From an optimization exercise on the open Yosys and OpenROAD flow, aimed at small area, a short achievable clock period and few clock cycles; shortcuts taken in it are not production practice. Function was checked by simulation only, so behaviour that the tests miss may differ from the original. No driver is modelled on the clock port, so clocking that relies on it looks cheaper here than on a real chip. Power is estimated from default activity; no workload was simulated.

File: design/flow/config.mk
export PLATFORM = sky130hd
export DESIGN_NAME = rspf_deframer
export DESIGN_NICKNAME = rspf_deframer
export VERILOG_FILES = /design/flow/design.v
export SDC_FILE = /design/flow/constraint.sdc
export NUM_CORES = 4
export LEC_CHECK = 0
export CAP_MARGIN = 20
export CORE_MARGIN = 2
export CORE_UTILIZATION = 40
export CTS_CLUSTER_DIAMETER = 80
export CTS_CLUSTER_SIZE = 22
export PLACE_DENSITY = 0.6
export SETUP_SLACK_MARGIN = 2.7
export SLEW_MARGIN = 20
export TNS_END_PERCENT = 100
File: design/flow/constraint.sdc
create_clock -name core_clock -period 5.5 [get_ports {clk}]
set_input_delay 1.1000 -clock core_clock [delete_from_list [all_inputs] [get_ports {clk}]]
set_output_delay 1.1000 -clock core_clock [all_outputs]
set_load 0.01 [all_outputs]
File: design/flow/design.v
module rspf_deframer #(
    parameter MAX_FRAME   = 132,
    parameter MAX_PAYLOAD = 128
) (
    input  wire       clk,
    input  wire       rst,
    input  wire       in_valid,
    input  wire [7:0] in_data,
    output wire       in_ready,
    output reg        ev_valid,
    input  wire       ev_ready,
    output reg  [2:0] ev_kind,
    output reg  [7:0] ev_data
);
    localparam [2:0] EV_ACK = 3'd1, EV_NACK = 3'd2, EV_INT = 3'd3,
                     EV_REJECT = 3'd4, EV_PKT_BYTE = 3'd5, EV_PKT_END = 3'd6;
    localparam [2:0] C_OK = 3'd0, C_BAD_RLE = 3'd1, C_RAW_DOLLAR = 3'd2,
                     C_OVERSIZE = 3'd3, C_BAD_CK_DIGIT = 3'd4, C_CK_MISMATCH = 3'd5;
    localparam QD = 8;    
    localparam QW = 3;    
    reg [7:0] wp;         
    reg [7:0] fs;         
    reg [7:0] rp;         
    reg [7:0] room29;     
    reg [7:0] s0, s1;
    reg       s0v, s1v;
    reg       in_rdy;
    wire      stall;
    wire      pop = s0v && !stall;
    wire      acc = in_valid && in_rdy;
    assign in_ready = in_rdy;
    wire       ld_s0 = pop || !s0v;
    wire [7:0] nb    = s1v ? s1 : in_data;
    reg  [7:0] avail29;                       
    reg       b_dollar, b_hash, b_star, b_brace, b_int, b_sig, b_plus, b_minus;
    reg       b_norm, b_rle, hex_ok;
    reg [3:0] hex_val;
    reg [6:0] b_k;
    reg       run_over;      
    always @(posedge clk) begin
        if (ld_s0) begin
            s0       <= nb;
            b_dollar <= (nb == 8'h24);
            b_hash   <= (nb == 8'h23);
            b_star   <= (nb == 8'h2A);
            b_brace  <= (nb == 8'h7D);
            b_int    <= (nb == 8'h03);
            b_plus   <= (nb == 8'h2B);
            b_minus  <= (nb == 8'h2D);
            b_sig    <= (nb == 8'h2B) || (nb == 8'h2D) || (nb == 8'h03);
            b_norm   <= !(nb == 8'h24 || nb == 8'h23 || nb == 8'h2A || nb == 8'h7D || nb == 8'h03);
            b_rle    <= (nb >= 8'h20 && nb <= 8'h7E);
            hex_ok   <= (nb >= 8'h30 && nb <= 8'h39) || (nb >= 8'h41 && nb <= 8'h46) ||
                        (nb >= 8'h61 && nb <= 8'h66);
            hex_val  <= nb[6] ? nb[3:0] + 4'd9 : nb[3:0];
            b_k      <= nb[6:0] - 7'd29;
            run_over <= ({1'b0, nb[6:0]} > room29);
        end
    end
    always @(posedge clk) begin
        if (rst) begin
            s0v    <= 1'b0;
            s1v    <= 1'b0;
            in_rdy <= 1'b0;
        end else begin
            if (ld_s0)
                s0v <= s1v || acc;
            if (ld_s0)
                s1v <= 1'b0;
            else if (acc)
                s1v <= 1'b1;
            in_rdy <= ld_s0 || !(s1v || acc);
        end
    end
    always @(posedge clk)
        if (!ld_s0 && acc)
            s1 <= in_data;
    wire [7:0] b = s0;
    reg [7:0] payload [0:MAX_PAYLOAD-1];
    reg [15:0] w_in, w_first, w_last;
    reg [7:0]  w_a, w_b;
    reg [8:0]   q [0:QD-1];    
    reg [QW:0]  qwp, qrp;
    wire        q_full  = (qwp[QW] != qrp[QW]) && (qwp[QW-1:0] == qrp[QW-1:0]);
    wire        q_empty = (qwp == qrp);
    reg       st_hunt, st_body, st_esc, st_rle, st_ck1, st_ck2;
    reg [7:0] rx_sum;
    reg       rx_last_ok;
    reg [7:0] rx_last;
    reg [2:0] rx_bad;
    reg [7:0] rx_wire;
    reg       rx_wire_max;   
    reg       rx_hi_ok;      
    reg       room_zero;     
    wire good      = (rx_bad == C_OK);
    wire int_in    = !st_hunt && !st_esc && b_int;       
    wire counted   = st_esc || (!st_hunt && !b_int);
    wire summed    = st_esc || st_rle || (st_body && !b_hash && !b_int);
    wire frame_end = st_ck2 && !b_int;
    wire start     = st_hunt && b_dollar;
    wire lit      = st_esc || (st_body && b_norm);
    wire run      = st_rle && b_rle && rx_last_ok;
    wire st       = lit || run;
    wire st_over  = lit ? room_zero : run_over;
    wire full     = (wp[6:0] == rp[6:0]) && (wp[7] != rp[7]);
    wire run_nospace = ({1'b0, b[6:0]} > avail29);
    wire ck_bad   = !hex_ok || !(rx_hi_ok && hex_val == rx_sum[3:0]);
    wire bad_rle  = (st_body && b_star && !rx_last_ok) || (st_rle && !b_rle);
    wire bad_dol  = st_body && b_dollar;
    wire bad_dig  = (st_ck1 || st_ck2) && !hex_ok;
    wire bad_mis  = st_ck2 && ck_bad;
    wire bad_ovr  = rx_wire_max || (st && st_over);
    wire go_bad   = good && counted && (bad_rle || bad_dol || bad_dig || bad_mis || bad_ovr);
    reg [2:0] cause;
    always @* begin
        if (rx_wire_max)   cause = C_OVERSIZE;
        else if (bad_rle)  cause = C_BAD_RLE;
        else if (bad_dol)  cause = C_RAW_DOLLAR;
        else if (bad_dig)  cause = C_BAD_CK_DIGIT;
        else if (bad_mis)  cause = C_CK_MISMATCH;
        else               cause = C_OVERSIZE;
    end
    wire do_store = st && good && !rx_wire_max && !st_over;
    reg [2:0] end_bad;
    always @* begin
        if (!good)              end_bad = rx_bad;
        else if (rx_wire_max)   end_bad = C_OVERSIZE;
        else if (!hex_ok)       end_bad = C_BAD_CK_DIGIT;
        else if (ck_bad)        end_bad = C_CK_MISMATCH;
        else                    end_bad = C_OK;
    end
    wire push = st_ck2 || (st_hunt && b_sig) || int_in;
    reg [8:0] push_d;
    always @*
        if (st_ck2 && !b_int)
            push_d = (end_bad == C_OK) ? {1'b1, wp} : {1'b0, EV_REJECT, 2'd0, end_bad};
        else if (st_hunt && b_plus)
            push_d = {1'b0, EV_ACK, 5'd0};
        else if (st_hunt && b_minus)
            push_d = {1'b0, EV_NACK, 5'd0};
        else
            push_d = {1'b0, EV_INT, 5'd0};
    assign stall = (push && q_full) ||
                   (lit && full && !room_zero) || (run && run_nospace && !run_over);
    wire [7:0] wp_k  = wp + {1'b0, b_k};
    wire [7:0] wp_1  = wp + 8'd1;
    wire [7:0] wp_st = run ? wp_k : wp_1;
    wire [7:0] rm_k  = room29 - {1'b0, b_k};
    wire [7:0] rm_1  = room29 - 8'd1;
    wire       adv   = pop && !int_in;
    always @(posedge clk) begin
        if (rst) begin
            st_hunt <= 1'b1;
            st_body <= 1'b0;
            st_esc  <= 1'b0;
            st_rle  <= 1'b0;
            st_ck1  <= 1'b0;
            st_ck2  <= 1'b0;
            wp      <= 8'd0;
        end else begin
            if (adv) begin
                st_hunt <= (st_hunt && !b_dollar) || st_ck2;
                st_body <= start || st_esc || st_rle || (st_body && !b_brace && !b_star && !b_hash);
                st_esc  <= st_body && b_brace;
                st_rle  <= st_body && b_star;
                st_ck1  <= st_body && b_hash;
                st_ck2  <= st_ck1;
            end
            if (pop && (do_store || go_bad))
                wp <= do_store ? wp_st : fs;
        end
    end
    always @(posedge clk) begin
        if (pop && start)
            fs <= wp;
        if (pop && (start || (counted && summed)))
            rx_sum <= start ? 8'd0 : rx_sum + b;
        if (pop && (start || st))
            rx_last_ok <= !start;
        if (pop && lit)
            rx_last <= st_esc ? (b ^ 8'h20) : b;
        if (pop && (start || go_bad))
            rx_bad <= start ? C_OK : cause;
        if (pop && (start || counted)) begin
            rx_wire     <= start ? 8'd1 : rx_wire + 1'b1;
            rx_wire_max <= !start && (rx_wire_max || rx_wire == MAX_FRAME - 1);
        end
        if (pop && st_ck1 && !b_int)
            rx_hi_ok <= hex_ok && (hex_val == rx_sum[7:4]);
        if (pop && (start || do_store)) begin
            room29    <= start ? 8'd157 : run ? rm_k : rm_1;
            room_zero <= !start && (run ? (room29 == {1'b0, b[6:0]}) : (room29 == 8'd30));
        end
    end
    wire [3:0] glo  = wp[6:3], ghi = wp_k[6:3];
    wire       wrap = wp_k[7] != wp[7];
    wire [3:0] lo_sum = {1'b0, wp[2:0]} + {1'b0, b_k[2:0]};
    wire       same = (b_k[6:3] == 4'd0) && !lo_sum[3];
    wire       w_go = pop && do_store;
    integer    ii;
    always @(posedge clk) begin
        for (ii = 0; ii < 16; ii = ii + 1) begin
            w_in[ii]    <= w_go && run && (wrap ? (ii > glo || ii < ghi) : (ii > glo && ii < ghi));
            w_first[ii] <= w_go && (ii == glo);
            w_last[ii]  <= w_go && run && !same && (ii == ghi);
        end
        for (ii = 0; ii < 8; ii = ii + 1) begin
            w_a[ii] <= run ? (ii >= wp[2:0]) && (!same || ii < wp_k[2:0]) : (ii == wp[2:0]);
            w_b[ii] <= (ii < wp_k[2:0]);
        end
        if (rst) begin
            w_in    <= 16'd0;
            w_first <= 16'd0;
            w_last  <= 16'd0;
        end
    end
    genvar gi;
    generate
        for (gi = 0; gi < MAX_PAYLOAD; gi = gi + 1) begin : g_pl
            always @(posedge clk)
                if (w_in[gi/8] || (w_first[gi/8] && w_a[gi%8]) || (w_last[gi/8] && w_b[gi%8]))
                    payload[gi] <= rx_last;
        end
    endgenerate
    always @(posedge clk)
        if (push && !q_full)
            q[qwp[QW-1:0]] <= push_d;
    reg         hv;
    reg  [8:0]  qh;
    wire        ld     = hv && (!ev_valid || ev_ready);
    wire        is_pkt = qh[8];
    wire        more   = is_pkt && (rp != qh[7:0]);
    wire        h_take = !hv || (ld && !more);
    reg [7:0]  rl;
    reg [15:0] rm;
    reg [7:0]  rd;
    reg [7:0]  col;
    integer    gj, gg;
    always @* begin
        rd = 8'd0;
        for (gj = 0; gj < 8; gj = gj + 1) begin
            col = 8'd0;
            for (gg = 0; gg < 16; gg = gg + 1)
                col = col | (payload[gg*8+gj] & {8{rm[gg]}});
            rd = rd | (col & {8{rl[gj]}});
        end
    end
    always @(posedge clk) begin
        if (rst) begin
            qwp      <= {(QW+1){1'b0}};
            qrp      <= {(QW+1){1'b0}};
            hv       <= 1'b0;
            rp       <= 8'd0;
            rl       <= 8'd1;
            rm       <= 16'd1;
            ev_valid <= 1'b0;
        end else begin
            if (pop && push)
                qwp <= qwp + 1'b1;
            if (h_take) begin
                hv <= !q_empty;
                if (!q_empty)
                    qrp <= qrp + 1'b1;
            end
            if (ld) begin
                ev_valid <= 1'b1;
                if (more) begin
                    rp <= rp + 1'b1;
                    rl <= {rl[6:0], rl[7]};
                    if (rl[7])
                        rm <= {rm[14:0], rm[15]};
                end
            end else if (ev_ready) begin
                ev_valid <= 1'b0;
            end
        end
    end
    always @(posedge clk)
        if (h_take)
            qh <= q[qrp[QW-1:0]];
    always @(posedge clk)
        avail29 <= rp - wp + 8'd157;
    always @(posedge clk) begin
        if (ld) begin
            ev_kind <= more ? EV_PKT_BYTE : is_pkt ? EV_PKT_END : qh[7:5];
            ev_data <= more ? rd : is_pkt ? 8'd0 : {5'd0, qh[2:0]};
        end
    end
endmodule
File: design/flow/flow/run.sh
#!/bin/bash
# The standard layout, with one more setup-repair pass after clock tree
# synthesis (ORFS's own pass there only resizes within a cell footprint and
# stops early). Each tool's output goes to a log of its own in this folder.
set -euo pipefail
R=orfs/results/${FLOW_PLATFORM}/rspf_deframer/base
bash standard.sh cts > flow_std_cts.log 2>&1
REPAIR_ODB=$R/4_cts.odb REPAIR_SDC=$R/4_cts.sdc REPAIR_MARGIN=3.0 \
    openroad -no_init -exit flow/repair.tcl > flow_repair.log 2>&1
bash standard.sh finish > flow_std_finish.log 2>&1
test -f out/final.def
File: design/flow/flow/repair.tcl
# One setup-repair pass on the clock-tree-synthesised layout, then legalise.
set plat $::env(FLOW_HOME)/platforms/$::env(FLOW_PLATFORM)
read_liberty $plat/lib/sky130_fd_sc_hd__tt_025C_1v80.lib
read_db $::env(REPAIR_ODB)
read_sdc $::env(REPAIR_SDC)
source $plat/setRC.tcl
set_dont_use [list sky130_fd_sc_hd__probe_p_8 sky130_fd_sc_hd__probec_p_8 sky130_fd_sc_hd__lpflow_*]
estimate_parasitics -placement
report_worst_slack
report_design_area
repair_timing -setup -setup_margin $::env(REPAIR_MARGIN) -repair_tns 100 -verbose
set_placement_padding -global -left 0 -right 0
detailed_placement
check_placement -verbose
estimate_parasitics -placement
report_worst_slack
report_design_area
write_db $::env(REPAIR_ODB)
File: design/flow/standard.sh
#!/bin/bash
# synth_recipe.tcl (not shown) runs the flow's synth.tcl, then flattens the netlist and writes it again
# the make line also repeats each setting of config.mk as NAME=value (left out here)
make -C /OpenROAD-flow-scripts/flow DESIGN_CONFIG=/design/flow/config.mk WORK_HOME=/design/flow/orfs CLKGATE_MAP_FILE= SYNTH_SCRIPT=/design/flow/synth_recipe.tcl "${@:-finish}"
==> flow_summary.json, run 1 <==
{
  "clockBufferDepth": 3,
  "synth_commonest_cells": "edfxtp_1 (1202), a22o_1 (263), a221oi_1 (262), clkbuf_1 (154), nor2_1 (139)",
  "ys_types": 76,
  "yosys.area_share.simple": 0.04528,
  "pre_cts_ws_ns": 1.842,
  "critPathArrivalTime_ns": 3.08,
  "grt_pass1_wl_um": 220400,
  "status": "complete, no violations",
  "place_inst": 4770,
  "hold_violations": 0,
  "totalWireLength_um": 156700,
  "grt_remaining_overflow": 0,
  "ir_worst_vdd_mv": 0.2389,
  "layout_min_cycle_time_ns": 2.728,
  "drc": 0,
  "ant_nets": 0,
  "layout.nets": 3238,
  "power.switching_mw": 3.523,
  "dpl.hpwl_um": 89590,
  "die_h_um": 364.5,
  "syn_area_um2": 51980,
  "cp.required_ns": 5.85,
  "grt_antenna_before_repair": 3,
  "clock_latency_ns": 0.67,
  "slew_headroom": 0.3269,
  "p_comb_frac": 0.025,
  "grt_pass1_vias": 30062,
  "synth_nets": 3267,
  "hold_slack_ns": 0.5029,
  "timing.final.crit_share": 0.4960,
  "area_growth_pct": 10.70,
  "vias": 31465,
  "ys_top_cells_by_area": "edfxtp_1 (69%), dfxtp_1 (5.0%), a22o_1 (4.4%)",
  "p_int_mw": 13.66,
  "async_flop_share": 0,
  "critical_path_class": "reg2reg",
  "grt_max_degree": 81,
  "nFillCells": 11313,
  "worstMarginPinSlew_ns": 1.008,
  "path_max_fanout": 19,
  "muxShareOfSynthArea": 0.01680,
  "worstHoldPathType": "reg2reg",
  "via_per_inst": 6.364,
  "rsz0062_at_grt": "no",
  "place_congestion": 0.8771,
  "drive_above_1_share": 0.1069,
  "p_per_area_nw_per_um2": 298.6,
  "clk_pin_slew_worst_paths_ns": 0.10,
  "clkPwrFrac": 0.335,
  "setup_viol": 0,
  "startpoint_type": "register",
  "tritoncts": "yes",
  "critPathCaptureType": "register",
  "cts-htree-levels": 3,
  "synth_top_family_by_area": "compound AO/OA/AOI/OAI gates",
  "grt_use_total": 0.2311,
  "holdBufCountCts": 0,
  "synth_seq_area_share": 0.7445,
  "fin_cells": 4944,
  "final_max_slew_viol_count": 0,
  "die_area_um2": 132800,
  "synth-adder-area-share": 0.01719,
  "ios": 25,
  "placementRows": 132,
  "drv_cap": 0,
  "cts.sinks": 1332,
  "cts_buffers": 71,
  "final.setup.worst_slack_ns": 2.772,
  "synth_compound_area_frac": 0.1430,
  "port_buffers": 24,
  "avgSynthCellArea_um2": 16.29,
  "tns_ns": 0,
  "synth_top_area_cell": "edfxtp_1",
  "share_seq_of_total_power": 0.640,
  "synth_edf_count": 1202,
  "netlist_instances": 3190,
  "synth_seq_cells": 1332,
  "start_util": 0.4024,
  "synth_warnings": 2,
  "routedWlPerCell_um": 31.70,
  "synth_xor_xnor_area_share": 0.01062,
  "drtIter0Drc": 4312,
  "first_pass_iters": 9,
  "p_leak_nw": 18.10,
  "synthFlopType": "edfxtp_1",
  "fmax_mhz": 366.6,
  "yosysMostFrequentCell": "edfxtp_1",
  "switching_share": 0.2051,
  "ctsRootBufferMaster": "clkbuf_16",
  "die_width_um": 364.5,
  "synth.top_cell.area_share": 0.6944,
  "core_area_um2": 129200,
  "finClkSkew_ns": 0.03121
}
==> critical path: stages (launching register included) <==
cell,delay [ns]
dfxtp_4,0.49
buf_6,0.25
a22o_1,0.23
a221oi_1,0.29
nand4_1,0.36
a22o_1,0.29
a221oi_1,0.24
a31oi_1,0.24
==> cell families (layout without fill, tap and decap cells) <==
group                      Yosys count  count (layout)
adders and majority gates           70              70
AOI/OAI and AO/OA                  897             898
and+or+nand+nor                    464             465
muxes                               63              63
xor gates and xnor gates            63              63
buffers and inverters              301             309
other                                0               2
DFF                               1332            1332
==> timing repair <==
| action | in CTS | in global routing |
|---|---|---|
| pin swaps | 3 | 1 |
| setup endpoints to repair | 240 | 1 |
| setup buffers | 8 | 0 |
| resized for setup | 45 | 1 |
==> sequential cells by signal (all words and copies together), names as in the netlist, 9 cells and up <==
signal,flops
payload,1024
q,72
rm,16
w_first,16
w_in,16
w_last,16
qh,9
==> routing by layer <==
metal / global-route usage / share of wire / vias to the layer above
met5: 0.001089 / 0.00043 / -
met4: 0.06911 / 0.035 / 4
met3: 0.05839 / 0.10 / 361
met2: 0.3713 / 0.46 / 1727
met1: 0.3097 / 0.40 / 16300
li1: - / - / 13073
==> power groups by stage <==
stage / clock network, mW / registers [mW] / logic, mW
floorplan: 0 / 11.2 / 0.278
global placement: 0 / 11.2 / 0.396
detailed placement: 0 / 11.2 / 0.400
CTS: 5.81 / 11.0 / 0.408
global route: 6.11 / 11.0 / 0.471
finish: 5.76 / 11.0 / 0.433
==> worst paths after layout <==
kind	start	endpoint	slack, ns	depth (start not counted)
worst max-delay path	rm[12]	ev_data[4]	2.77	7
worst min-delay path	qrp[3]	qrp[3]	0.50	2
worst max register to register	rm[12]	ev_data[4]	2.77	7
worst min register to register	qrp[3]	qrp[3]	0.50	2
==> metrics by stage <==
step                area [um^2]  total power [mW]    util
floorplan                 52000             11.48       -
global route              57530             17.58  0.4454
finish                    57540             17.18  0.4455
detailed placement        53950             11.63  0.4177
CTS                       56380             17.21  0.4365
global placement          53950             11.62  0.4177
==> cell type report <==
cell class / instances / area, um^2 / area share
multi-input cells: 1559 / 12650 / 0.2199
flip-flops and latches: 1332 / 38780 / 0.6740
repair buffers: 132 / 1608 / 0.02794
clock buffers: 106 / 2003 / 0.03482
well taps: 1742 / 2180 / 0.03788
inverters: 65 / 246.5 / 0.004284
diodes: 2 / 5.005 / 0.00008699
clock inverters: 6 / 66.31 / 0.001153
==> cell usage in the layout (no fill, tap or decap), types with 15 or more instances in the layout <==
| cell type | n |
|---|---|
| edfxtp_1 | 1202 |
| xor2_1 | 32 |
| mux4_2 | 18 |
| a21oi_1 | 68 |
| inv_1 | 62 |
| dfxtp_4 | 19 |
| nor3_1 | 37 |
| buf_12 | 20 |
| buf_6 | 15 |
| nor2_1 | 128 |
| a221o_1 | 114 |
| a21o_1 | 24 |
| o21ai_0 | 40 |
| nand3_1 | 28 |
| a221oi_1 | 246 |
| xnor2_1 | 29 |
| mux2i_1 | 26 |
| buf_4 | 61 |
| nand2_1 | 74 |
| dfxtp_1 | 105 |
| clkbuf_16 | 78 |
| nand4_1 | 78 |
| ha_1 | 58 |
| a22oi_1 | 16 |
| a22o_1 | 261 |
| clkbuf_1 | 30 |
Testbench counts, summed over its fixed seeds: cycles 10,100.
==> inputs of run 2 (changes only) <==
--- a/design/flow/design.v
+++ b/design/flow/design.v
@@ -177,7 +177,7 @@
             rx_sum <= start ? 8'd0 : rx_sum + b;
         if (pop && (start || st))
             rx_last_ok <= !start;
-        if (pop && lit)
+        if (s0v && lit)
             rx_last <= st_esc ? (b ^ 8'h20) : b;
         if (pop && (start || go_bad))
             rx_bad <= start ? C_OK : cause;
@@ -223,7 +223,7 @@
         end
     endgenerate
     always @(posedge clk)
-        if (push && !q_full)
+        if (!q_full)
             q[qwp[QW-1:0]] <= push_d;
     reg         hv;
     reg  [8:0]  qh;
==> flow_summary.json, run 2 <==
{
  "power.switching_mw": 3.555,
  "critPathCaptureType": "register",
  "ios": 25,
  "layout.nets": 3262,
  "fin_cells": 4968,
  "antenna_cells": 0,
  "clk_pin_slew_worst_paths_ns": 0.09,
  "fin_util": 0.4479,
  "critPathBufInv": 0,
  "p_leak_nw": 18.31,
  "grt_max_degree": 95,
  "ir_worst_vdd_mv": 0.2278,
  "worstHoldPathType": "reg2reg",
  "critPathArrivalTime_ns": 3.22,
  "drive_above_1_share": 0.1224,
  "synth_warnings": 2,
  "setup_viol": 0,
  "yosysMostFrequentCell": "edfxtp_1",
  "worstMarginPinSlew_ns": 1.123,
  "die_width_um": 364.8,
  "synthFlopType": "edfxtp_1",
  "critical-path-slowest-cell": "edfxtp_1",
  "regMostFlops": "payload",
  "final_cell_mix": "edfxtp_1 (1202), a22o_1 (263), a221oi_1 (246), nor2_1 (122), a221o_1 (113)",
  "synth_top_area_cell": "edfxtp_1",
  "grt_use_met2": 0.3706,
  "met3_usage": 0.06250,
  "start_util": 0.4027,
  "largest_reg_flops": 1024,
  "critical_path_class": "reg2reg",
  "totalWireLength_um": 161900,
  "syn_area_um2": 52070,
  "final_max_slew_viol_count": 0,
  "placementRows": 132,
  "holdBufCountCts": 0,
  "cts-htree-levels": 3,
  "grt.busiest_layer": "met2",
  "die_h_um": 364.8,
  "clock_latency_ns": 0.69,
  "startpoint_type": "register",
  "synth_commonest_cells": "edfxtp_1 (1202), a22o_1 (264), a221oi_1 (263), clkbuf_1 (157), nor2_1 (131)",
  "cp.required_ns": 6.03,
  "timing.final.crit_share": 0.4899,
  "clkPwrFrac": 0.344,
  "synth_nets": 3267,
  "ctsRootBufferMaster": "clkbuf_16",
  "fmax_mhz": 371.2,
  "placed_cell_area_um2": 54120,
  "tritoncts": "yes",
  "area_growth_pct": 11.22,
  "layout_min_cycle_time_ns": 2.694,
  "hold_violations": 0,
  "synth_seq_cells": 1332,
  "switching_share": 0.2050,
  "place_inst": 4783,
  "synth_edf_count": 1202,
  "finClkSkew_ns": 0.04129,
  "p_comb_frac": 0.023,
  "tns_ns": 0,
  "first_pass_iters": 9,
  "grt_pass1_wl_um": 228200,
  "synth_seq_area_share": 0.7431,
  "grt_antenna_before_repair": 6,
  "synth.top_cell.area_share": 0.6931,
  "grt_remaining_overflow": 0,
  "grt_pass1_vias": 30218,
  "routedWlPerCell_um": 32.60,
  "port_buffers": 24,
  "cts.sinks": 1332,
  "via_per_inst": 6.408,
  "ys_top_cells_by_area": "edfxtp_1 (69%), dfxtp_1 (5.0%), a22o_1 (4.4%)",
  "avgSynthCellArea_um2": 16.32,
  "slew_headroom": 0.2515,
  "drv_cap": 0,
  "hold_slack_ns": 0.5095,
  "drtIter0Drc": 4527,
  "drc": 0,
  "finalInstanceArea_um2": 57920,
  "async_flop_share": 0,
  "rsz0062_at_grt": "no",
  "ant_nets": 0,
  "path_delay_family": "adder cells",
  "status": "complete, no violations",
  "ys_types": 84,
  "clockBufferDepth": 3,
  "path_cells": "ha_4 -> fa_2 -> xor2_2 -> and2_1 -> nand2_1 -> a221oi_4",
  "share_seq_of_total_power": 0.633,
  "grt_use_total": 0.2405,
  "p_per_area_nw_per_um2": 299.5,
  "final_common_cell": "edfxtp_1",
  "core_area_um2": 129300,
  "dpl.hpwl_um": 93710,
  "die_area_um2": 133100,
  "path_max_fanout": 7,
  "place_congestion": 0.8964,
  "cts_buffers": 73,
  "use_met1": 0.3313,
  "p_int_mw": 13.79,
  "netlist_instances": 3190,
  "vias": 31834,
  "max_stage_delay_ns": 0.49
}
==> run 2: cell type report <==
cell class,instances,area [um^2]
fillers,11111,71400
flip-flops and latches,1332,38760
multi-input cells,1554,12780
well taps,1742,2180
clock buffers,107,2103
repair buffers,153,1724
inverters,71,266.5
clock inverters,9,98.84
==> run 2: metal layers <==
layer,vias up,wire length (um)
met5,-,81
met4,4,6117
met3,356,17820
met2,1886,73660
met1,16463,64260
li1,13125,-
==> run 2: kinds of logic (layout without fill, tap and decap cells) <==
family	Yosys count	in the layout	share of synthesized area
AO/OA/AOI/OAI	878	878	0.1408
adder cells (fa/ha/maj)	74	74	0.01792
XOR/XNOR	58	58	0.009755
flip-flops	1332	1332	0.7431
AND/OR/NAND/NOR	477	477	0.04767
buffers and inverters	304	340	0.02285
multiplexers	67	67	0.01792
==> run 2: through the flow <==
| step | worst slack (ns) | power (mW) |
|---|---|---|
| 2_1_floorplan | 2.704 | 11.44 |
| 3_3_place_gp | 1.950 | 11.56 |
| 3_5_place_dp | 1.961 | 11.56 |
| 4_1_cts | 2.655 | 17.36 |
| 5_1_grt | 2.768 | 17.76 |
| 6_report | 2.806 | 17.34 |
==> run 2: repair_timing <==
action	4_1_cts	5_1_grt
pin swaps	8	0
endpoints found under the setup margin	144	1
buffers inserted	10	0
resized for setup	52	1
cloned	0	0
==> run 2: final timing paths <==
path	endpoint	slack, ns	depth (start not counted)	start
hold reg to reg	ev_valid	0.51	2	hv
setup / recovery	w_a[6]	2.81	6	b_k[0]
hold / removal	ev_valid	0.51	2	hv
setup reg to reg	w_a[6]	2.81	6	b_k[0]
==> run 2: power groups by stage <==
stage,logic [mW],clock network [mW],registers [mW]
4_1_cts,0.363,6.02,11.0
3_5_place_dp,0.352,0,11.2
3_3_place_gp,0.351,0,11.2
2_1_floorplan,0.257,0,11.2
5_1_grt,0.443,6.34,11.0
6_report,0.401,5.96,11.0
==> run 2: worst reg2reg max path: stages (launching register included) <==
cell and delay [ns]:
edfxtp_1 0.49, ha_4 0.22, fa_2 0.41, xor2_2 0.34
and2_1 0.32, nand2_1 0.27, a221oi_4 0.49
Testbench counts of run 2, summed over its fixed seeds: cycles 10,100.
==> inputs of run 3 (changes only) <==
--- a/design/flow/config.mk
+++ b/design/flow/config.mk
@@ -8,8 +8,8 @@
 export CAP_MARGIN = 20
 export CORE_MARGIN = 2
 export CORE_UTILIZATION = 40
-export CTS_CLUSTER_DIAMETER = 80
-export CTS_CLUSTER_SIZE = 22
+export CTS_CLUSTER_DIAMETER = 90
+export CTS_CLUSTER_SIZE = 26
 export PLACE_DENSITY = 0.6
 export SETUP_SLACK_MARGIN = 2.7
 export SLEW_MARGIN = 20
==> flow_summary.json, run 3 <==
{
  "status": "complete, no violations",
  "synth.top_cell.area_share": 0.6931,
  "p_per_area_nw_per_um2": 290.8,
  "cts.sinks": 1332,
  "die_area_um2": 133100,
  "tritoncts": "yes",
  "met1_length_um": 64550,
  "grt_antenna_before_repair": 2,
  "totalWireLength_um": 161300,
  "yosysMostFrequentCell": "edfxtp_1",
  "critPathCaptureType": "register",
  "core_area_um2": 129300,
  "netlist_instances": 3190,
  "routedWlPerCell_um": 32.51,
  "critPathArrivalTime_ns": 3.13,
  "synth_nets": 3267,
  "power.switching_mw": 3.469,
  "dr_wl_met3_um": 17540,
  "highest_layer": "met5",
  "avgSynthCellArea_um2": 16.32,
  "final_max_slew_viol_count": 0,
  "final_common_cell": "edfxtp_1",
  "drtIter0Drc": 4553,
  "synthFlopType": "edfxtp_1",
  "synth_seq_cells": 1332,
  "slew_headroom": 0.2398,
  "finClkSkew_ns": 0.02917,
  "ys_top_cells_by_area": "edfxtp_1 (69%), dfxtp_1 (5.0%), a22o_1 (4.4%)",
  "fmax_mhz": 372.4,
  "place_congestion": 0.8964,
  "pre_cts_ws_ns": 1.961,
  "fin_util": 0.4446,
  "switching_share": 0.2075,
  "first_pass_iters": 8,
  "layout.nets": 3246,
  "share_seq_of_total_power": 0.657,
  "cts-htree-levels": 2,
  "grt_pass1_vias": 29982,
  "path_max_fanout": 14,
  "hold_violations": 0,
  "rsz0062_at_grt": "no",
  "worst_hold_path.num_cells": 2,
  "setup_viol": 0,
  "regMostFlops": "payload",
  "vias": 31638,
  "holdBufCountCts": 0,
  "clockBufferDepth": 3,
  "drc": 0,
  "largest_reg_flops": 1024,
  "grt_use_total": 0.2385,
  "final_cell_mix": "edfxtp_1 (1202), a22o_1 (264), a221oi_1 (243), nor2_1 (122), a221o_1 (113)",
  "cts_buffers": 59,
  "drive_above_1_share": 0.1146,
  "p_int_mw": 13.25,
  "dpl.hpwl_um": 93710,
  "clk_pin_slew_worst_paths_ns": 0.11,
  "p_comb_frac": 0.024,
  "ys_types": 84,
  "worstMarginPinSlew_ns": 1.140,
  "via_per_inst": 6.375,
  "clock_latency_ns": 0.71,
  "timing.final.crit_share": 0.4882,
  "syn_area_um2": 52070,
  "grt_remaining_overflow": 0,
  "critical_path_class": "reg2reg",
  "drv_cap": 0,
  "cp.required_ns": 5.94,
  "grt_pass1_wl_um": 227200,
  "grt_max_degree": 95,
  "area_growth_pct": 10.41,
  "synth_warnings": 2,
  "async_flop_share": 0,
  "ios": 25,
  "final.setup.worst_slack_ns": 2.815,
  "start_util": 0.4027,
  "die_width_um": 364.8,
  "clkPwrFrac": 0.319,
  "placementRows": 132,
  "r2r_cells": 7,
  "synth_seq_area_share": 0.7431,
  "ir_worst_vdd_mv": 0.3004,
  "ant_nets": 0,
  "ctsRootBufferMaster": "clkbuf_16",
  "synth_edf_count": 1202,
  "dr_wl_met2_um": 73170,
  "synth_commonest_cells": "edfxtp_1 (1202), a22o_1 (264), a221oi_1 (263), clkbuf_1 (157), nor2_1 (131)",
  "p_leak_nw": 18.07,
  "tns_ns": 0,
  "synth_top_area_cell": "edfxtp_1",
  "worstHoldPathType": "reg2reg",
  "startpoint_type": "register",
  "port_buffers": 24,
  "die_h_um": 364.8,
  "layout_min_cycle_time_ns": 2.685
}
-- run 3: worst paths after layout --
path | from | end | slack (ns)
worst max-delay path | rm[11] | ev_data[1] | 2.81
worst min-delay path | hv | ev_valid | 0.51
worst max register to register | rm[11] | ev_data[1] | 2.81
worst min register to register | hv | ev_valid | 0.51
-- run 3: worst max-delay path: stages, from the launching register on --
cell      delay [ns]
dfxtp_4         0.39
buf_4           0.25
a22o_1          0.24
a221oi_1        0.24
nand4_1         0.42
a22oi_1         0.41
and4_4          0.34
o22ai_1         0.10
-- run 3: final cells by class --
class                           instances  area (um^2)
Tap cell                             1742         2180
Clock buffer                          104         1667
Antenna cell                            1        2.502
Fill cell                           11185        71830
Multi-Input combinational cell       1554        12790
Clock inverter                          8        138.9
Inverter                               71        266.5
Timing Repair Buffer                  151         1685
Sequential cell                      1332        38770
-- run 3: logic make-up after synthesis --
group,count (synthesis),share of synthesized area
adder cells (fa/ha/maj),74,0.01792
flip-flops,1332,0.7431
AO/OA/AOI/OAI,878,0.1408
buffers and inverters,304,0.02285
XOR/XNOR,58,0.009755
AND/OR/NAND/NOR,477,0.04767
multiplexers,67,0.01792
-- run 3: through the flow --
step,instance area [um^2],hold WS [ns],std cells,power [mW]
global route,57490,0.5354,4962,17.11
detailed placement,54120,0.4881,4783,11.56
CTS,56290,0.5104,4905,16.71
floorplan,52110,0.4323,3190,11.44
finish,57490,0.5113,4963,16.72
global placement,54120,0.4767,4783,11.56
-- run 3: power by group through the flow --
stage               clock network (mW)  logic (mW)  registers (mW)
floorplan                            0       0.257            11.2
global placement                     0       0.351            11.2
detailed placement                   0       0.352            11.2
CTS                               5.37       0.362            11.0
global route                      5.68       0.443            11.0
finish                            5.34       0.402            11.0
-- run 3: per-layer routing --
metal,GRT usage,vias to the layer above
li1,-,13094
met1,0.3316,16337
met2,0.3708,1856
met3,0.05463,349
met4,0.07746,2
met5,0.001816,-
-- run 3: what timing repair did --
action                                  in CTS  in global routing
endpoints found under the setup margin     134                  1
resized for setup                           50                  1
pin swaps                                    8                  0
buffers inserted                            10                  0
==> inputs of run 4 (changes only) <==
==> design/flow/flow/run.sh (replaced) <==
#!/bin/bash
# The standard layout, with one more setup-repair pass after clock tree
# synthesis (ORFS's own pass there only resizes within a cell footprint and
# stops early), and global routing's repair free to resize across footprints
# too. Each tool's output goes to a log of its own in this folder.
set -euo pipefail
R=orfs/results/${FLOW_PLATFORM}/rspf_deframer/base
bash standard.sh cts > flow_std_cts.log 2>&1
REPAIR_ODB=$R/4_cts.odb REPAIR_SDC=$R/4_cts.sdc REPAIR_MARGIN=3.0 \
    openroad -no_init -exit flow/repair.tcl > flow_repair.log 2>&1
bash standard.sh MATCH_CELL_FOOTPRINT=0 finish > flow_std_finish.log 2>&1
test -f out/final.def
--- a/design/flow/config.mk
+++ b/design/flow/config.mk
@@ -8,8 +8,8 @@
 export CAP_MARGIN = 20
 export CORE_MARGIN = 2
 export CORE_UTILIZATION = 40
-export CTS_CLUSTER_DIAMETER = 90
-export CTS_CLUSTER_SIZE = 26
+export CTS_CLUSTER_DIAMETER = 80
+export CTS_CLUSTER_SIZE = 22
 export PLACE_DENSITY = 0.6
 export SETUP_SLACK_MARGIN = 2.7
 export SLEW_MARGIN = 20
==> flow_summary.json, run 4 <==
{
  "yosysMostFrequentCell": "edfxtp_1",
  "cts.sinks": 1332,
  "slew_headroom": 0.2515,
  "layout.nets": 3262,
  "area_growth_pct": 11.22,
  "setup_viol": 0,
  "ir_worst_vdd_mv": 0.2278,
  "tns_ns": 0,
  "drtIter0Drc": 4527,
  "fin_util": 0.4479,
  "synth_nets": 3267,
  "rsz0062_at_grt": "no",
  "hold_violations": 0,
  "synth_edf_count": 1202,
  "synth_seq_cells": 1332,
  "tritoncts": "yes",
  "final_cell_mix": "edfxtp_1 (1202), a22o_1 (263), a221oi_1 (246), nor2_1 (122), a221o_1 (113)",
  "worstHoldPathType": "reg2reg",
  "drive_above_1_share": 0.1224,
  "grt_antenna_before_repair": 6,
  "synth_top_family_by_area": "compound AO/OA/AOI/OAI gates",
  "first_pass_iters": 9,
  "grt_pass1_vias": 30218,
  "place_congestion": 0.8964,
  "netlist_instances": 3190,
  "critical_path_class": "reg2reg",
  "regMostFlops": "payload",
  "cts_buffers": 73,
  "hold_slack_ns": 0.5095,
  "dpl.hpwl_um": 93710,
  "critical-path-slowest-cell": "edfxtp_1",
  "clk_pin_slew_worst_paths_ns": 0.09,
  "grt_remaining_overflow": 0,
  "syn_area_um2": 52070,
  "critPathCaptureType": "register",
  "die_h_um": 364.8,
  "ios": 25,
  "clock_latency_ns": 0.69,
  "timing.final.crit_share": 0.4899,
  "drv_cap": 0,
  "muxShareOfSynthArea": 0.01792,
  "worstMarginPinSlew_ns": 1.123,
  "synth-adder-area-share": 0.01792,
  "grt_use_total": 0.2405,
  "grt_pass1_wl_um": 228200,
  "path_cells": "ha_4 -> fa_2 -> xor2_2 -> and2_1 -> nand2_1 -> a221oi_4",
  "cts-htree-levels": 3,
  "placementRows": 132,
  "synth_commonest_cells": "edfxtp_1 (1202), a22o_1 (264), a221oi_1 (263), clkbuf_1 (157), nor2_1 (131)",
  "avgSynthCellArea_um2": 16.32,
  "synth_compound_area_frac": 0.1408,
  "finalInstanceArea_um2": 57920,
  "cp.required_ns": 6.03,
  "ys_types": 84,
  "ys_top_cells_by_area": "edfxtp_1 (69%), dfxtp_1 (5.0%), a22o_1 (4.4%)",
  "port_buffers": 24,
  "ctsRootBufferMaster": "clkbuf_16",
  "fmax_mhz": 371.2,
  "p_per_area_nw_per_um2": 299.5,
  "antenna_cells": 0,
  "die_area_um2": 133100,
  "totalWireLength_um": 161900,
  "max_stage_delay_ns": 0.49,
  "yosys.area_share.simple": 0.04767,
  "vias": 31834,
  "synth.top_cell.area_share": 0.6931,
  "die_width_um": 364.8,
  "async_flop_share": 0,
  "grt_max_degree": 95,
  "ant_nets": 0,
  "placed_cell_area_um2": 54120,
  "synthFlopType": "edfxtp_1",
  "drc": 0,
  "pre_cts_ws_ns": 1.961,
  "path_max_fanout": 7,
  "startpoint_type": "register",
  "synth_xor_xnor_area_share": 0.009755,
  "final_common_cell": "edfxtp_1",
  "synth_top_area_cell": "edfxtp_1",
  "p_leak_nw": 18.31,
  "nFillCells": 11111,
  "layout_min_cycle_time_ns": 2.694,
  "final.setup.worst_slack_ns": 2.806,
  "routedWlPerCell_um": 32.60,
  "clockBufferDepth": 3,
  "core_area_um2": 129300,
  "largest_reg_flops": 1024,
  "finClkSkew_ns": 0.04129,
  "via_per_inst": 6.408,
  "synth_seq_area_share": 0.7431,
  "start_util": 0.4027,
  "critPathArrivalTime_ns": 3.22,
  "status": "complete, no violations",
  "final_max_slew_viol_count": 0,
  "synth_warnings": 2
}
## run 4: cell counts after synthesis
Identical to the previous run, type by type.
## run 4: timing repair
action | CTS | global route
gates resized for setup | 52 | 1
hold buffers | 0 | 0
endpoints found under the setup margin | 144 | 1
pin swaps | 8 | 0
hold endpoints to repair | 0 | 0
setup buffers | 10 | 0
## run 4: cell type report
type                    count  area (um^2)  share of cell area
flip-flops and latches   1332        38760              0.6693
inverters                  71        266.5            0.004602
repair buffers            153         1724             0.02977
clock inverters             9        98.84            0.001707
well taps                1742         2180             0.03763
multi-input cells        1554        12780              0.2207
clock buffers             107         2103             0.03632
## run 4: worst max-delay path: cells and delay by family, from the launching register on
kind	cells	cell delay, ns
adder cells (fa/ha/maj)	2	0.63
AND/OR/NAND/NOR	2	0.59
flip-flops	1	0.49
AO/OA/AOI/OAI	1	0.49
XOR/XNOR	1	0.34
## run 4: cells by family (layout without fill, tap and decap cells)
| logic type | after synthesis | after routing |
|---|---|---|
| AOI/OAI and AO/OA | 878 | 878 |
| buffers and inverters | 304 | 340 |
| DFF | 1332 | 1332 |
| and+or+nand+nor | 477 | 477 |
| xor gates and xnor gates | 58 | 58 |
| adders and majority gates | 74 | 74 |
| muxes | 67 | 67 |
## run 4: routing by layer
layer | vias up | GRT usage | wire length, um
met4 | 4 | 0.07948 | 6117
met1 | 16463 | 0.3313 | 64260
li1 | 13125 | - | -
met2 | 1886 | 0.3706 | 73660
met5 | - | 0.005447 | 81
met3 | 356 | 0.06250 | 17820
## run 4: worst paths after layout
check | from | slack (ns) | depth (start not counted) | endpoint
setup / recovery | b_k[0] | 2.81 | 6 | w_a[6]
hold / removal | hv | 0.51 | 2 | ev_valid
setup reg to reg | b_k[0] | 2.81 | 6 | w_a[6]
hold reg to reg | hv | 0.51 | 2 | ev_valid
## run 4: power breakdown
part	switching, mW	internal (mW)	leakage, nW
Combinational	0.228	0.173	5.32
Sequential	0.0655	10.9	11.9
Clock	3.26	2.70	1.07
## run 4: metrics by stage
step | power [mW] | cells
after CTS | 17.36 | 4909
after global placement | 11.56 | 4783
final | 17.34 | 4968
after global routing | 17.76 | 4968
after floorplan | 11.44 | 3190
after detailed placement | 11.56 | 4783
==> inputs of run 5 (changes only) <==
==> design/flow/flow/run.sh (replaced) <==
#!/bin/bash
# The standard layout, with one more setup-repair pass after clock tree
# synthesis (ORFS's own pass there only resizes within a cell footprint and
# stops early), and global routing's repair, which sees the routed wires,
# free to resize across footprints and aiming at the same margin as that
# pass. Each tool's output goes to a log of its own in this folder.
set -euo pipefail
R=orfs/results/${FLOW_PLATFORM}/rspf_deframer/base
bash standard.sh cts > flow_std_cts.log 2>&1
REPAIR_ODB=$R/4_cts.odb REPAIR_SDC=$R/4_cts.sdc REPAIR_MARGIN=3.0 \
    openroad -no_init -exit flow/repair.tcl > flow_repair.log 2>&1
bash standard.sh MATCH_CELL_FOOTPRINT=0 SETUP_SLACK_MARGIN=3.0 finish > flow_std_finish.log 2>&1
test -f out/final.def
--- a/design/flow/config.mk
+++ b/design/flow/config.mk
@@ -8,8 +8,8 @@
 export CAP_MARGIN = 20
 export CORE_MARGIN = 2
 export CORE_UTILIZATION = 40
-export CTS_CLUSTER_DIAMETER = 80
-export CTS_CLUSTER_SIZE = 22
+export CTS_CLUSTER_DIAMETER = 90
+export CTS_CLUSTER_SIZE = 26
 export PLACE_DENSITY = 0.6
 export SETUP_SLACK_MARGIN = 2.7
 export SLEW_MARGIN = 20
==> flow_summary.json, run 5 <==
{
  "antenna_cells": 0,
  "synth.top_cell.area_share": 0.6931,
  "first_pass_iters": 9,
  "async_flop_share": 0,
  "ios": 25,
  "regMostFlops": "payload",
  "vias": 31974,
  "critPathArrivalTime_ns": 3.30,
  "startpoint_type": "register",
  "path_cells": "ha_4 -> fa_2 -> a211oi_4 -> buf_4 -> buf_6 -> o21ba_4 -> nor2_4 -> o211ai_1 -> a21oi_1 -> mux2_4",
  "clock_latency_ns": 0.72,
  "tns_ns": 0,
  "rsz0062_at_grt": "yes",
  "worstMarginPinSlew_ns": 1.127,
  "cp-startpoint": "b_k[0]",
  "synth_commonest_cells": "edfxtp_1 (1202), a22o_1 (264), a221oi_1 (263), clkbuf_1 (157), nor2_1 (131)",
  "layout.nets": 3307,
  "fin_util": 0.4544,
  "setup_viol": 0,
  "clk_pin_slew_worst_paths_ns": 0.11,
  "grt_max_degree": 95,
  "placementRows": 132,
  "hp-start": "hv",
  "tritoncts": "yes",
  "core_area_um2": 129300,
  "hold_violations": 0,
  "path_max_fanout": 7,
  "critical-path-slowest-cell": "edfxtp_1",
  "final_cell_mix": "edfxtp_1 (1202), a22o_1 (260), a221oi_1 (212), nor2_1 (117), a221o_1 (113)",
  "place_inst": 4783,
  "via_per_inst": 6.366,
  "place_congestion": 0.8964,
  "drv_cap": 0,
  "final_common_cell": "edfxtp_1",
  "drive_above_1_share": 0.1594,
  "fin_cells": 5023,
  "finClkSkew_ns": 0.03548,
  "grt_pass1_wl_um": 227200,
  "ir_worst_vdd_mv": 0.3008,
  "synth_top_area_cell": "edfxtp_1",
  "holdBufCountCts": 0,
  "drc": 0,
  "timing.final.crit_share": 0.4934,
  "synth_edf_count": 1202,
  "layout_min_cycle_time_ns": 2.714,
  "hold_slack_ns": 0.5104,
  "die_width_um": 364.8,
  "synth_seq_area_share": 0.7431,
  "ys_types": 84,
  "grt_remaining_overflow": 0,
  "die_h_um": 364.8,
  "final_max_slew_viol_count": 0,
  "die_area_um2": 133100,
  "p_per_area_nw_per_um2": 285.1,
  "grt_use_total": 0.2385,
  "critPathCaptureType": "register",
  "syn_area_um2": 52070,
  "timing.rr.start": "b_k[0]",
  "start_util": 0.4027,
  "grt_antenna_before_repair": 4,
  "cp.required_ns": 6.09,
  "grt_pass1_vias": 29982,
  "max_stage_delay_ns": 0.50,
  "cts_buffers": 59,
  "ys_top_cells_by_area": "edfxtp_1 (69%), dfxtp_1 (5.0%), a22o_1 (4.4%)",
  "yosysMostFrequentCell": "edfxtp_1",
  "worstHoldPathType": "reg2reg",
  "avgSynthCellArea_um2": 16.32,
  "ctsRootBufferMaster": "clkbuf_16",
  "synth_nets": 3267,
  "fmax_mhz": 368.5,
  "largest_reg_flops": 1024,
  "cts-htree-levels": 2,
  "netlist_instances": 3190,
  "synth_seq_cells": 1332,
  "p_leak_nw": 18.65,
  "critical_path_class": "reg2reg",
  "routedWlPerCell_um": 32.65,
  "dpl.hpwl_um": 93710,
  "slew_headroom": 0.2488,
  "port_buffers": 24,
  "synth_warnings": 2,
  "area_growth_pct": 12.84,
  "status": "complete, no violations",
  "synthFlopType": "edfxtp_1",
  "cts.sinks": 1332,
  "drtIter0Drc": 4541,
  "clockBufferDepth": 3,
  "totalWireLength_um": 164000,
  "ant_nets": 0
}
==> run 5: metal layers <==
metal,part of all wire,global-route usage,wire [um],vias up
li1,-,-,-,13228
met1,0.40,0.3316,65410,16551
met2,0.45,0.3708,74620,1789
met3,0.11,0.05463,17310,396
met4,0.040,0.07746,6563,10
met5,0.00071,0.001816,116,-
==> run 5: layout make-up <==
cell class                      instances  area (um^2)
Clock buffer                          104         1667
Clock inverter                          8        138.9
Fill cell                           11058        70560
Inverter                               71        274.0
Multi-Input combinational cell       1555        13330
Sequential cell                      1332        38780
Tap cell                             1742         2180
Timing Repair Buffer                  211         2387
==> run 5: kinds of logic after synthesis <==
logic type,after synthesis,synth area share
flops,1332,0.7431
compound gates,878,0.1408
simple gates,477,0.04767
buf+inv,304,0.02285
fa+ha+maj,74,0.01792
mux,67,0.01792
xor+xnor,58,0.009755
==> run 5: repair_timing <==
item / CTS / global route
resized for setup: 50 / 143
gates cloned: 0 / 4
pin swaps: 8 / 67
setup endpoints to repair: 134 / 133
setup buffers: 10 / 57
==> run 5: where the power goes <==
group,internal [mW],total (mW),leakage (nW),switching (mW)
Clock,2.16,5.34,0.854,3.17
Sequential,10.9,11.0,11.9,0.0664
Combinational,0.192,0.440,5.87,0.248
Total,13.3,16.8,18.7,3.49
==> run 5: worst paths after layout <==
check / to / cells past startpoint / slack, ns
worst min register to register: ev_valid / 2 / 0.51
worst min-delay path: ev_valid / 2 / 0.51
worst max register to register: wp[4] / 10 / 2.79
worst max-delay path: wp[4] / 10 / 2.79
==> run 5: worst max-delay path, delay by kind of cell (launching register included) <==
family	cells	cell delay [ns]
mux	1	0.30
compound gates	4	0.84
fa+ha+maj	2	0.62
flops	1	0.50
simple gates	1	0.07
buf+inv	2	0.26
==> run 5: through the flow <==
stage               worst slack, ns  power [mW]  cell area (um^2)
floorplan                     2.704       11.44             52110
global placement              1.950       11.56             54120
detailed placement            1.961       11.56             54120
CTS                           2.654       16.71             56290
global route                  2.755       17.14             58760
finish                        2.786       16.75             58760
==> inputs of run 6 (changes only) <==
--- a/design/flow/design.v
+++ b/design/flow/design.v
@@ -177,7 +177,7 @@
             rx_sum <= start ? 8'd0 : rx_sum + b;
         if (pop && (start || st))
             rx_last_ok <= !start;
-        if (s0v && lit)
+        if (pop && lit)
             rx_last <= st_esc ? (b ^ 8'h20) : b;
         if (pop && (start || go_bad))
             rx_bad <= start ? C_OK : cause;
@@ -223,7 +223,7 @@
         end
     endgenerate
     always @(posedge clk)
-        if (!q_full)
+        if (push && !q_full)
             q[qwp[QW-1:0]] <= push_d;
     reg         hv;
     reg  [8:0]  qh;
==> design/flow/run.sh (new file) <==
#!/bin/bash
# synth_recipe.tcl (not shown) runs the flow's synth.tcl, then flattens the netlist and writes it again
# the make line also repeats each setting of config.mk as NAME=value (left out here)
make -C /OpenROAD-flow-scripts/flow DESIGN_CONFIG=/design/flow/config.mk WORK_HOME=/design/flow/orfs CLKGATE_MAP_FILE= SYNTH_SCRIPT=/design/flow/synth_recipe.tcl finish
--- a/design/flow/config.mk
+++ b/design/flow/config.mk
@@ -8,8 +8,8 @@
 export CAP_MARGIN = 20
 export CORE_MARGIN = 2
 export CORE_UTILIZATION = 40
-export CTS_CLUSTER_DIAMETER = 90
-export CTS_CLUSTER_SIZE = 26
+export CTS_CLUSTER_DIAMETER = 80
+export CTS_CLUSTER_SIZE = 22
 export PLACE_DENSITY = 0.6
 export SETUP_SLACK_MARGIN = 2.7
 export SLEW_MARGIN = 20
removed: design/flow/flow/run.sh
removed: design/flow/flow/repair.tcl
removed: design/flow/standard.sh
==> flow_summary.json, run 6 <==
{
  "status": "complete, no violations",
  "yosysMostFrequentCell": "edfxtp_1",
  "slew_headroom": 0.2908,
  "cts_buffers": 71,
  "synth_top_area_cell": "edfxtp_1",
  "syn_area_um2": 51980,
  "avgSynthCellArea_um2": 16.29,
  "dpl.hpwl_um": 89590,
  "p_leak_nw": 17.65,
  "p_per_area_nw_per_um2": 301.9,
  "via_per_inst": 6.341,
  "ys_types": 76,
  "clk_pin_slew_worst_paths_ns": 0.10,
  "routedWlPerCell_um": 31.35,
  "final_cell_mix": "edfxtp_1 (1202), a22o_1 (262), a221oi_1 (256), nor2_1 (133), a221o_1 (114)",
  "critical_path_class": "reg2reg",
  "ir_worst_vdd_mv": 0.2394,
  "clock_latency_ns": 0.67,
  "die_width_um": 364.5,
  "tritoncts": "yes",
  "synth_nets": 3267,
  "layout_min_cycle_time_ns": 2.746,
  "rsz0062_at_grt": "yes",
  "timing.final.crit_share": 0.4993,
  "cts-htree-levels": 3,
  "startpoint_type": "register",
  "holdBufCountCts": 0,
  "grt_pass1_wl_um": 214700,
  "synth_commonest_cells": "edfxtp_1 (1202), a22o_1 (263), a221oi_1 (262), clkbuf_1 (154), nor2_1 (139)",
  "hold_violations": 0,
  "largest_reg_flops": 1024,
  "die_h_um": 364.5,
  "ctsRootBufferMaster": "clkbuf_16",
  "finClkSkew_ns": 0.02849,
  "antenna_cells": 0,
  "cp.required_ns": 5.90,
  "layout.nets": 3201,
  "critPathCaptureType": "register",
  "ant_nets": 0,
  "placementRows": 132,
  "path_max_fanout": 31,
  "grt_use_total": 0.2238,
  "die_area_um2": 132800,
  "ios": 25,
  "grt_pass1_vias": 29643,
  "synth_seq_area_share": 0.7445,
  "fin_total_pwr_mw": 17.15,
  "regMostFlops": "payload",
  "drc": 0,
  "final_common_cell": "edfxtp_1",
  "async_flop_share": 0,
  "grt_antenna_before_repair": 1,
  "port_buffers": 24,
  "grt_remaining_overflow": 0,
  "area_growth_pct": 9.282,
  "worstMarginPinSlew_ns": 1.060,
  "drtIter0Drc": 4406,
  "place_congestion": 0.8771,
  "fmax_mhz": 364.1,
  "synthFlopType": "edfxtp_1",
  "tns_ns": 0,
  "totalWireLength_um": 153800,
  "ys_top_cells_by_area": "edfxtp_1 (69%), dfxtp_1 (5.0%), a22o_1 (4.4%)",
  "synth_edf_count": 1202,
  "core_area_um2": 129200,
  "synth_warnings": 2,
  "worstHoldPathType": "reg2reg",
  "grt_max_degree": 81,
  "first_pass_iters": 7,
  "cts.sinks": 1332,
  "synth_seq_cells": 1332,
  "drive_above_1_share": 0.08821,
  "critPathArrivalTime_ns": 3.14,
  "netlist_instances": 3190,
  "clockBufferDepth": 3,
  "setup_viol": 0,
  "vias": 31103,
  "final_max_slew_viol_count": 0,
  "drv_cap": 0,
  "synth.top_cell.area_share": 0.6944,
  "start_util": 0.4024
}
## run 6: layer usage
| layer | wire length (um) | global-route usage |
|---|---|---|
| met1 | 61660 | 0.3044 |
| met2 | 71530 | 0.3601 |
| met3 | 15480 | 0.05174 |
| met4 | 5102 | 0.06336 |
| met5 | 0 | 0 |
## run 6: cell families (layout without fill, tap and decap cells)
family / after synthesis / in the layout / synth area share
DFF: 1332 / 1332 / 0.7445
AOI/OAI and AO/OA: 897 / 897 / 0.1430
and+or+nand+nor: 464 / 465 / 0.04528
buffers and inverters: 301 / 273 / 0.02260
adders and majority gates: 70 / 70 / 0.01719
xor gates and xnor gates: 63 / 63 / 0.01062
muxes: 63 / 63 / 0.01680
## run 6: area by class of cell
type,count,area [um^2]
Fill cell,11394,72350
Sequential cell,1332,38770
Multi-Input combinational cell,1558,12460
Tap cell,1742,2180
Clock buffer,106,2003
Timing Repair Buffer,96,1081
Inverter,65,246.5
Clock inverter,6,66.31
## run 6: critical path, cell delays in order, from the launching register on
cell and delay, ns:
dfxtp_2 0.33, buf_4 0.32, a22o_1 0.29, a221oi_1 0.40, nand4_1 0.26, a22oi_2 0.39
and4_4 0.36, o22ai_1 0.09
## run 6: final timing paths
| check | slack (ns) | startpoint | depth (start not counted) | end |
|---|---|---|---|---|
| worst max-delay path | 2.75 | rm[0] | 7 | ev_data[0] |
| worst min-delay path | 0.51 | qrp[3] | 2 | qrp[3] |
| worst max register to register | 2.75 | rm[0] | 7 | ev_data[0] |
| worst min register to register | 0.51 | qrp[3] | 2 | qrp[3] |
## run 6: repair_timing
action                                 4_1_cts  5_1_grt
pin swaps                                    3       10
resized for setup                           45       51
gates cloned                                 0        1
buffers inserted                             8       14
endpoints found under the hold margin        0        0
setup endpoints to repair                  240      196
## run 6: through the flow
step	cell area, um^2	hold slack [ns]	util	setup WS [ns]	cells
finish	56800	0.5084	0.4398	2.754	4905
floorplan	52000	0.4323	-	2.766	3190
global route	56800	0.5519	0.4398	2.582	4905
detailed placement	53950	0.4989	0.4177	1.842	4770
CTS	56380	0.5068	0.4365	2.646	4890
global placement	53950	0.4859	0.4177	1.950	4770
## run 6: power breakdown
| part | total [mW] | internal (mW) | leakage, nW | switching, mW |
|---|---|---|---|---|
| Combinational | 0.417 | 0.169 | 4.73 | 0.248 |
| Sequential | 11.0 | 10.9 | 11.9 | 0.0717 |
| Clock | 5.74 | 2.56 | 1.00 | 3.18 |
| Total | 17.2 | 13.6 | 17.7 | 3.50 |
Testbench counts of run 6, summed over its fixed seeds: cycles 10,100.
==> inputs of run 7 (changes only) <==
--- a/design/flow/design.v
+++ b/design/flow/design.v
@@ -177,7 +177,7 @@
             rx_sum <= start ? 8'd0 : rx_sum + b;
         if (pop && (start || st))
             rx_last_ok <= !start;
-        if (pop && lit)
+        if (s0v && lit)
             rx_last <= st_esc ? (b ^ 8'h20) : b;
         if (pop && (start || go_bad))
             rx_bad <= start ? C_OK : cause;
@@ -223,7 +223,7 @@
         end
     endgenerate
     always @(posedge clk)
-        if (push && !q_full)
+        if (!q_full)
             q[qwp[QW-1:0]] <= push_d;
     reg         hv;
     reg  [8:0]  qh;
==> flow_summary.json, run 7 <==
{
  "synth_seq_area_share": 0.7431,
  "max_stage_delay_ns": 0.49,
  "critical_path_class": "reg2reg",
  "critical-path-slowest-cell": "dfxtp_4",
  "ios": 25,
  "layout.nets": 3216,
  "routedWlPerCell_um": 32.02,
  "cts_buffers": 73,
  "worstReg2RegEnd": "ev_data[5]",
  "p_comb_frac": 0.022,
  "async_flop_share": 0,
  "first_pass_iters": 8,
  "startpoint_type": "register",
  "power.switching_mw": 3.527,
  "timing.final.crit_share": 0.5207,
  "setup_viol": 0,
  "rsz0062_at_grt": "yes",
  "path_max_fanout": 23,
  "vias": 31251,
  "clock_latency_ns": 0.68,
  "avgSynthCellArea_um2": 16.32,
  "drive_above_1_share": 0.09654,
  "yosysMostFrequentCell": "edfxtp_1",
  "grt_use_total": 0.2306,
  "drtIter0Drc": 4263,
  "synth_warnings": 2,
  "placementRows": 132,
  "synth_commonest_cells": "edfxtp_1 (1202), a22o_1 (264), a221oi_1 (263), clkbuf_1 (157), nor2_1 (131)",
  "finClkSkew_ns": 0.03494,
  "cp-startpoint": "rm[1]",
  "worstMarginPinSlew_ns": 1.141,
  "r2r_cells": 7,
  "cts.sinks": 1332,
  "path_cells": "buf_6 -> a22o_1 -> a221oi_1 -> nand4_1 -> a22o_1 -> a221oi_1 -> a31oi_1",
  "p_leak_nw": 17.84,
  "tns_ns": 0,
  "ctsRootBufferMaster": "clkbuf_16",
  "grt_max_degree": 95,
  "layout_min_cycle_time_ns": 2.864,
  "timing.rr.start": "rm[1]",
  "synth_seq_cells": 1332,
  "core_area_um2": 129300,
  "place_congestion": 0.8964,
  "die_area_um2": 133100,
  "share_seq_of_total_power": 0.635,
  "worstHoldPathType": "reg2reg",
  "p_int_mw": 13.77,
  "synth_top_area_cell": "edfxtp_1",
  "switching_share": 0.2039,
  "hold_violations": 0,
  "netlist_instances": 3190,
  "p_per_area_nw_per_um2": 303.1,
  "fin_util": 0.4414,
  "die_h_um": 364.8,
  "grt_remaining_overflow": 0,
  "port_buffers": 24,
  "die_width_um": 364.8,
  "clk_pin_slew_worst_paths_ns": 0.09,
  "regMostFlops": "payload",
  "clkPwrFrac": 0.344,
  "dpl.hpwl_um": 93710,
  "via_per_inst": 6.347,
  "ir_worst_vdd_mv": 0.2267,
  "ys_types": 84,
  "holdBufCountCts": 0,
  "synthFlopType": "edfxtp_1",
  "start_util": 0.4027,
  "grt_pass1_wl_um": 220600,
  "final_common_cell": "edfxtp_1",
  "drv_cap": 0,
  "totalWireLength_um": 157700,
  "synth.top_cell.area_share": 0.6931,
  "placed_cell_area_um2": 54120,
  "slew_headroom": 0.2396,
  "synth_edf_count": 1202,
  "clockBufferDepth": 3,
  "status": "complete, no violations",
  "fmax_mhz": 349.2,
  "critPathCaptureType": "register",
  "final_max_slew_viol_count": 0,
  "nFillCells": 11187,
  "reg2reg_slack_ns": 2.64,
  "synth_nets": 3267,
  "grt_pass1_vias": 29566,
  "largest_reg_flops": 1024,
  "syn_area_um2": 52070,
  "setup.worst_path.end": "ev_data[5]",
  "drc": 0,
  "area_growth_pct": 9.613,
  "grt_antenna_before_repair": 5,
  "ys_top_cells_by_area": "edfxtp_1 (69%), dfxtp_1 (5.0%), a22o_1 (4.4%)",
  "final_cell_mix": "edfxtp_1 (1202), a22o_1 (264), a221oi_1 (254), nor2_1 (123), a221o_1 (113)",
  "cp.required_ns": 5.88,
  "finalInstanceArea_um2": 57080,
  "critPathArrivalTime_ns": 3.25,
  "cts-htree-levels": 3,
  "ant_nets": 0,
  "tritoncts": "yes"
}
run 7: layout make-up:
| type | instances | area (um^2) | share of cell area |
|---|---|---|---|
| Inverter | 71 | 266.5 | 0.004669 |
| Sequential cell | 1332 | 38760 | 0.6790 |
| Timing Repair Buffer | 107 | 1120 | 0.01962 |
| Clock buffer | 107 | 2103 | 0.03685 |
| Tap cell | 1742 | 2180 | 0.03818 |
| Antenna cell | 2 | 5.005 | 0.00008768 |
| Multi-Input combinational cell | 1554 | 12550 | 0.2199 |
| Clock inverter | 9 | 98.84 | 0.001732 |
run 7: cell families (layout without fill, tap and decap cells):
kind of cell / count (synthesis) / in the layout / synth area share
flops: 1332 / 1332 / 0.7431
fa+ha+maj: 74 / 74 / 0.01792
xor+xnor: 58 / 58 / 0.009755
compound gates: 878 / 878 / 0.1408
other cells: 0 / 2 / 0
simple gates: 477 / 477 / 0.04767
buf+inv: 304 / 294 / 0.02285
mux: 67 / 67 / 0.01792
run 7: worst min-delay path by stage:
| stage | endpoint | cells past startpoint | start |
|---|---|---|---|
| 4_1_cts | ev_valid | 2 | hv |
| 3_3_place_gp | ev_valid | 2 | hv |
| 6_report | ev_valid | 2 | hv |
| 5_1_grt | ev_valid | 2 | hv |
| 3_5_place_dp | ev_valid | 2 | hv |
| 2_1_floorplan | fs[5] | 0 | wp[5] |
run 7: timing repair:
item,CTS,global route
endpoints found under the hold margin,0,0
pin swaps,8,10
cloned,0,1
setup buffers,10,12
resized for setup,52,49
setup endpoints to repair,144,144
run 7: worst max-delay path: cells and delay by family (launching register included):
kind / cells / cell delay [ns]
AOI/OAI and AO/OA: 5 / 1.49
buffers and inverters: 1 / 0.25
DFF: 1 / 0.49
and+or+nand+nor: 1 / 0.33
run 7: power groups by stage:
stage | Clock (mW) | Sequential, mW | Combinational [mW]
2_1_floorplan | 0 | 11.2 | 0.257
3_3_place_gp | 0 | 11.2 | 0.351
3_5_place_dp | 0 | 11.2 | 0.352
4_1_cts | 6.02 | 11.0 | 0.363
5_1_grt | 6.33 | 11.0 | 0.413
6_report | 5.95 | 11.0 | 0.373
run 7: per-layer routing:
metal | track usage | up-vias | routed length (um)
li1 | - | 13041 | -
met1 | 0.3205 | 16136 | 63280
met2 | 0.3609 | 1759 | 72840
met3 | 0.05531 | 311 | 16530
met4 | 0.06603 | 4 | 4885
met5 | 0 | - | 125
run 7: per-stage QoR:
step | hold slack (ns) | instances | power (mW) | setup WS [ns]
after global placement | 0.4767 | 4783 | 11.56 | 1.950
after global routing | 0.5329 | 4922 | 17.73 | 2.638
after CTS | 0.5082 | 4909 | 17.36 | 2.655
final | 0.5095 | 4924 | 17.30 | 2.636
after floorplan | 0.4323 | 3190 | 11.44 | 2.704
after detailed placement | 0.4881 | 4783 | 11.56 | 1.961
Testbench counts of run 7, summed over its fixed seeds: cycles 10,100.

## port drivers added, routing unchanged
The results above use ideal ports. As a check the final layouts listed here were re-extracted and re-timed, cells and wires unchanged. Step 1, drivers: a clkbuf_16 drives clk and a buf_2 each remaining input, both assumed. Step 2 adds t to the input delays and takes it off the output delays; t is the mean of the earliest and latest rising clock arrival at the registers after step 1. Input paths then give back, and output paths get back, about the clock's delay inside the block. Three values: ideal ports, drivers, drivers and shift; two values: the first two.
run | t (ns) | slack for setup (ns) | hold WS [ns] | worst register clock-pin slew, ns | pins driven straight from the clock port
run 1 | 0.730 | 2.772 / 2.772 / 2.243 | 0.503 / 0.503 / 0.503 | 0.10 / 0.10 | 1
run 2 | 0.736 | 2.806 / 2.806 / 2.259 | 0.509 / 0.509 / 0.509 | 0.10 / 0.10 | 1
run 3 | 0.769 | 2.815 / 2.815 / 2.200 | 0.511 / 0.511 / 0.511 | 0.11 / 0.11 | 1
run 4 | 0.736 | 2.806 / 2.806 / 2.259 | 0.509 / 0.509 / 0.509 | 0.10 / 0.10 | 1
run 5 | 0.772 | 2.786 / 2.786 / 2.348 | 0.510 / 0.510 / 0.510 | 0.12 / 0.12 | 1
run 6 | 0.726 | 2.754 / 2.687 / 2.123 | 0.508 / 0.508 / 0.508 | 0.10 / 0.10 | 1
run 7 | 0.733 | 2.636 / 2.636 / 2.116 | 0.510 / 0.510 / 0.510 | 0.10 / 0.10 | 1
After both steps every run listed still meets setup and hold. The setup slack of run 6, which loses most, moves by -0.067 ns with the drivers and by -0.631 ns with both steps.
